Context: an optimization exercise on an open-source flow, tuned for small area, a short achievable clock period and few clock cycles per item. The choices shown serve that exercise and are no tape-out recipe. Only simulation tests tie the RTL to the original design; equivalence was not proved. No activity file was given, so power comes from the tool's default toggle rates.

== oak ==
Design upb_freq_codec, start of the top module:
module upb_freq_codec (
    input             clk,
    input             rst,           
    input             in_valid,
    output            in_ready,
    input      [3:0]  in_op,         
    input             in_layout,     
    input      [31:0] in_freq,
    input      [31:0] in_fcint,
    input      [31:0] in_fcfrac,
    input      [15:0] in_dreg0,
    input      [15:0] in_dreg1,
    output            out_valid,
    output     [3:0]  out_fcause,    
    output     [31:0] out_freq,
    output     [7:0]  out_fcint,
    output     [23:0] out_fcfrac,
    output     [15:0] out_dreg0,
    output     [15:0] out_dreg1
);
    localparam [31:0] F_MIN = 32'd775_000_000;
    localparam [31:0] F_MAX = 32'd1_100_000_000;
    reg          busy;       
    reg          rdy;        
    reg          mode;       
    reg  [2:0]   cnt;
    reg  [18:0]  rem;        
    reg  [31:0]  S;          
    reg          ov;
    reg  [2:0]   fc;
    reg  [31:0]  O;          
    reg  [2:0]   fco;        
    reg          qpend;      
    reg          f31;        
    assign in_ready = rdy;
    assign out_valid = ov;
    assign out_fcause = {1'b0, fco};
    wire hz = (in_op == 4'hB);
    wire rh = (in_op == 4'hC);
    wire st = (in_op == 4'hD);
    wire rs = (in_op == 4'hE);
    wire a_bad = (|in_fcint[31:6]) || (|in_fcfrac[31:19]);
    wire b_bad = (|in_fcint[31:8]) || (|in_fcfrac[31:24]);
    wire r_flt = (rh & a_bad) | (st & (in_layout ? a_bad : b_bad));
    wire ill   = ~(hz | rh | st | rs);
    wire go    = hz | rh;
    wire [1:0] p0_dec = {{1{1'b0}}, 1'b1} << in_fcfrac[0:0];
    wire [18:0] p0;
    assign p0[0] = |(p0_dec & 2'h2);
    assign p0[1] = 1'b0;
    assign p0[2] = 1'b0;
    assign p0[3] = |(p0_dec & 2'h2);
    assign p0[4] = 1'b0;
    assign p0[5] = 1'b0;
    assign p0[6] = |(p0_dec & 2'h2);
    assign p0[7] = 1'b0;
    assign p0[8] = 1'b0;
    assign p0[9] = |(p0_dec & 2'h2);
    assign p0[10] = |(p0_dec & 2'h3);
    assign p0[11] = |(p0_dec & 2'h2);
    assign p0[12] = 1'b0;
    assign p0[13] = 1'b0;
  ...
export LEC_CHECK = 0
export CAP_MARGIN = 20
export CORE_MARGIN = 2
export CORE_UTILIZATION = 50
export SLEW_MARGIN = 20
create_clock -name core_clock -period 11.0 [get_ports {clk}]
standard.sh (not shown) runs the stock make flow with config.mk's settings and CLKGATE_MAP_FILE= SYNTH_SCRIPT=/design/flow/synth_recipe.tcl, a recipe that flattens the netlist after the stock synthesis.
==> flow/flow/run.sh <==
#!/bin/bash
# Standard ORFS layout (standard.sh), with the port buffers made of the smallest buffer
# and timing repair aiming below the clock period. Each step's output goes to its own log.
set -euo pipefail
export BUFFER_PORTS_ARGS="-buffer_cell sky130_fd_sc_hd__buf_1"
if [[ -f flow/margin.txt ]]; then export SETUP_SLACK_MARGIN=$(cat flow/margin.txt); fi
bash standard.sh synth > synth.log 2>&1
bash standard.sh floorplan > floorplan.log 2>&1
bash standard.sh place > place.log 2>&1
bash standard.sh cts > cts.log 2>&1
bash standard.sh route > route.log 2>&1
bash standard.sh finish > finish.log 2>&1
==> flow/flow/margin.txt <==
7.2
Testbench counts of oak, summed over its fixed seeds: cycles 10,791, items 2,400.
Setup changes, oak to pine
# oak
export LEC_CHECK = 0
export CAP_MARGIN = 20
export CORE_MARGIN = 2
export CORE_UTILIZATION = 50
export SLEW_MARGIN = 20
create_clock -name core_clock -period 11.0 [get_ports {clk}]
# pine
export LEC_CHECK = 0
export CAP_MARGIN = 20
export CORE_MARGIN = 2
export CORE_UTILIZATION = 55
export SLEW_MARGIN = 20
export TNS_END_PERCENT = 10
create_clock -name core_clock -period 11.0 [get_ports {clk}]
==> flow/flow/margin.txt <==
7.0
### Flow results
- The final reports for pine and oak show fraction of cell area in non-clock buffers lower in the former.
- Changes observed in pine relative to oak: arrival time of the worst setup path moved up; final cycle utilization of the critical path moved up; amount of wire on met3 after detailed routing moved down; cell area moved down; worst reg2reg path depth moved down.
- Of pine and oak, the lower sequential share of cell area belongs to oak.
- Against oak, number of nets in the final layout in pine fell by a few percent.
- oak has higher minimum setup slack after placement than pine.
The following lists how birch was set up differently from pine:
# pine
export LEC_CHECK = 0
export CAP_MARGIN = 20
export CORE_MARGIN = 2
export CORE_UTILIZATION = 55
export SLEW_MARGIN = 20
export TNS_END_PERCENT = 10
create_clock -name core_clock -period 11.0 [get_ports {clk}]
# birch
export LEC_CHECK = 0
export CAP_MARGIN = 20
export CORE_MARGIN = 2
export CORE_UTILIZATION = 55
export GPL_ROUTABILITY_DRIVEN = 0
export SLEW_MARGIN = 20
create_clock -name core_clock -period 11.0 [get_ports {clk}]
[summary]
Summary — depth of the most critical reg-to-reg path, birch relative to pine: lower, by 3.
Compared with pine, in birch setup slack dropped 0.099 ns; growth of design area from synthesis to finish now sits higher; clock group total power shows an increase of about 2%.
When birch is set beside pine, its global-route usage turns out to be 0.23 points smaller.


== build 62 ==
upb_freq_codec again, from the RTL that the note above started with.
export LEC_CHECK = 0
export CAP_MARGIN = 10
export CORE_MARGIN = 2
export CORE_UTILIZATION = 55
export SLEW_MARGIN = 10
create_clock -name core_clock -period 11.0 [get_ports {clk}]
==> flow/flow/margin.txt <==
7.1
Scripts as last shown in full above: flow/flow/run.sh
Testbench counts of build 62, summed over its fixed seeds: cycles 10,791, items 2,400.
diff inputs: build 62 => build 58
Settings: a change of SLEW_MARGIN from 10 to 20; a change of CAP_MARGIN from 10 to 20.
==> flow/flow/margin.txt <==
7.0
[summary]
- Delta (build 58 minus build 62): clock-buffer cell count closely matched the old numbers; non-clock buffer count decreased by 10 relative to the old numbers.
- Diff build 58..build 62 | chip height | unchanged
- dfxtp_4 as the library cell contributing the largest single delay on the critical path was reported by build 58, and dfxtp_2 by build 62.
Relative to build 58, the following input files were edited for build 66:
Settings: a change of CAP_MARGIN from 20 to 0; a change of SLEW_MARGIN from 20 to 0.
## What came out
Diff build 58 -> build 66: cell count level, first-pass GRT wire length flat, fraction of power consumed by sequential logic barely changed, sequential cell count roughly the same, width of the die essentially unchanged.
Final wirelength: build 66 vs build 58 identical
Taking build 58 as the reference, in build 66 number of nets with antenna violations after detailed routing roughly the same, fraction of area in registers stayed essentially flat.
Summary of build 66 over build 58: sum of net half-perimeters after detailed placement barely changed; synthesis-to-layout area growth barely changed.


== 11-16 ==
Another version of the RTL of upb_freq_codec (not shown whole).
For scale: ~1200 cells after synthesis, ~62 flip-flops, roughly 240 I/O pins.
Settings: LEC_CHECK=0, CAP_MARGIN=20, CORE_MARGIN=2, CORE_UTILIZATION=62, SLEW_MARGIN=20; clock period 11.0 ns.
==> flow/flow/margin.txt <==
7.0
Scripts as last shown in full above: flow/flow/run.sh
Testbench counts of 11-16, summed over its fixed seeds: cycles 12,458, items 2,400.
--- input diff 11-16..11-17 ---
- swapping 62 for 40 in CORE_UTILIZATION
==> flow/flow/margin.txt <==
7.3
--- outcome ---
11-17 vs 11-16: post-placement cell area up in 11-17. | first-pass GRT wire length | higher: 11-17 |. Of 11-16 and 11-17, 11-17 shows the lower utilization, with 11-16 above it. In 11-17, count of clock-buffer cells in the layout is lower than in 11-16. Looking at the reports, 11-17 completed the entire flow and the layout it produced met the timing, DRC and antenna checks.


upb_freq_codec again, from the RTL that the note above started with.
## upb_freq_codec
module upb_freq_codec (
    input             clk,
    input             rst,           
    input             in_valid,
    output            in_ready,
    input      [3:0]  in_op,         
    input             in_layout,     
    input      [31:0] in_freq,
    input      [31:0] in_fcint,
    input      [31:0] in_fcfrac,
    input      [15:0] in_dreg0,
    input      [15:0] in_dreg1,
    output            out_valid,
    output     [3:0]  out_fcause,    
    output     [31:0] out_freq,
    output     [7:0]  out_fcint,
    output     [23:0] out_fcfrac,
    output     [15:0] out_dreg0,
    output     [15:0] out_dreg1
);
    localparam [31:0] F_MIN = 32'd775_000_000;
    localparam [31:0] F_MAX = 32'd1_100_000_000;
    reg          busy;       
    reg          rdy;        
    reg          mode;       
    reg  [2:0]   cnt;
    reg  [18:0]  rem;        
    reg  [31:0]  S;          
    reg          ov;
    reg  [2:0]   fc;
    reg          f31;        
    assign in_ready = rdy;
    assign out_valid = ov;
    assign out_fcause = {1'b0, fc};
    wire hz = (in_op == 4'hB);
    wire rh = (in_op == 4'hC);
    wire st = (in_op == 4'hD);
    wire rs = (in_op == 4'hE);
    wire a_bad = (|in_fcint[31:6]) || (|in_fcfrac[31:19]);
    wire b_bad = (|in_fcint[31:8]) || (|in_fcfrac[31:24]);
    wire r_flt = (rh & a_bad) | (st & (in_layout ? a_bad : b_bad));
    wire ill   = ~(hz | rh | st | rs);
    wire go    = hz | rh;
    wire [1:0] p0_dec = {{1{1'b0}}, 1'b1} << in_fcfrac[0:0];
    wire [18:0] p0;
    assign p0[0] = |(p0_dec & 2'h2);
    assign p0[1] = 1'b0;
    assign p0[2] = 1'b0;
    assign p0[3] = |(p0_dec & 2'h2);
    assign p0[4] = 1'b0;
    assign p0[5] = 1'b0;
    assign p0[6] = |(p0_dec & 2'h2);
    assign p0[7] = 1'b0;
    assign p0[8] = 1'b0;
    assign p0[9] = |(p0_dec & 2'h2);
    assign p0[10] = |(p0_dec & 2'h3);
    assign p0[11] = |(p0_dec & 2'h2);
    assign p0[12] = 1'b0;
    assign p0[13] = 1'b0;
    assign p0[14] = |(p0_dec & 2'h2);
    assign p0[15] = 1'b0;
    assign p0[16] = |(p0_dec & 2'h2);
    assign p0[17] = |(p0_dec & 2'h2);
    assign p0[18] = 1'b0;
    reg  [31:0] S_ld;
    always @(*) begin
        case ({in_op[1:0], in_layout})
  ...
==> flow/config.mk <==
export PLATFORM = sky130hd
export DESIGN_NAME = upb_freq_codec
export DESIGN_NICKNAME = upb_freq_codec
export VERILOG_FILES = /design/flow/design.v
export SDC_FILE = /design/flow/constraint.sdc
export NUM_CORES = 4
export LEC_CHECK = 0
export CAP_MARGIN = 20
export CORE_MARGIN = 2
export CORE_UTILIZATION = 55
export SLEW_MARGIN = 20
==> flow/constraint.sdc <==
create_clock -name core_clock -period 11.0 [get_ports {clk}]
set_input_delay 2.2000 -clock core_clock [delete_from_list [all_inputs] [get_ports {clk}]]
set_output_delay 2.2000 -clock core_clock [all_outputs]
set_load 0.01 [all_outputs]
==> flow/flow/margin.txt <==
7.0
Scripts as last shown in full above: flow/flow/run.sh
Testbench counts at the start, summed over its fixed seeds: cycles 12,458, items 2,400.
Rerun with:
==> flow/flow/margin.txt (replaced) <==
7.1
- CORE_UTILIZATION: 55 -> 45
=> Total power goes up by 0.74%; clock-buffer cell count goes up by 2; die area goes up by 21%; non-clock buffer count goes up by 18; design area goes up by 2.7%; register-to-register slack improved by 0.07 ns; final cell count goes up by 4.3%; routed wire length goes up by 7.5%.

==> re-timing with driven ports <==
How much do the figures lean on ideal ports? The routed layouts below were timed once more, with nothing changed but the port constraints.
Step 1 assumes that a clkbuf_16 drives the clock port and a buf_2 every other input.
Step 2 also shifts input and output timing later by t, the mid clock arrival at the registers, as if the neighbouring blocks saw the same clock.
Three values: no drivers, after step 1, after step 2; two values: the first two.
run | t (ns) | setup WS [ns] | slew at the worst register clock pin (ns)
oak | 0.396 | 7.190 / 7.190 / 6.922 | 0.09 / 0.09
pine | 0.395 | 7.030 / 7.030 / 6.684 | 0.08 / 0.08
birch | 0.402 | 6.930 / 6.930 / 6.753 | 0.09 / 0.09
build 62 | 0.392 | 7.120 / 7.120 / 6.801 | 0.08 / 0.08
build 58 | 0.396 | 7.140 / 7.140 / 6.784 | 0.08 / 0.08
build 66 | 0.396 | 7.140 / 7.140 / 6.784 | 0.08 / 0.08
11-16 | 0.391 | 7.036 / 7.036 / 6.772 | 0.07 / 0.07
11-17 | 0.389 | 7.272 / 7.272 / 7.070 | 0.07 / 0.07
the first run of note 4 | 0.389 | 7.138 / 7.138 / 6.817 | 0.07 / 0.07
the second run of note 4 | 0.403 | 7.205 / 7.205 / 6.855 | 0.07 / 0.07
After both steps every run listed still meets setup and hold.
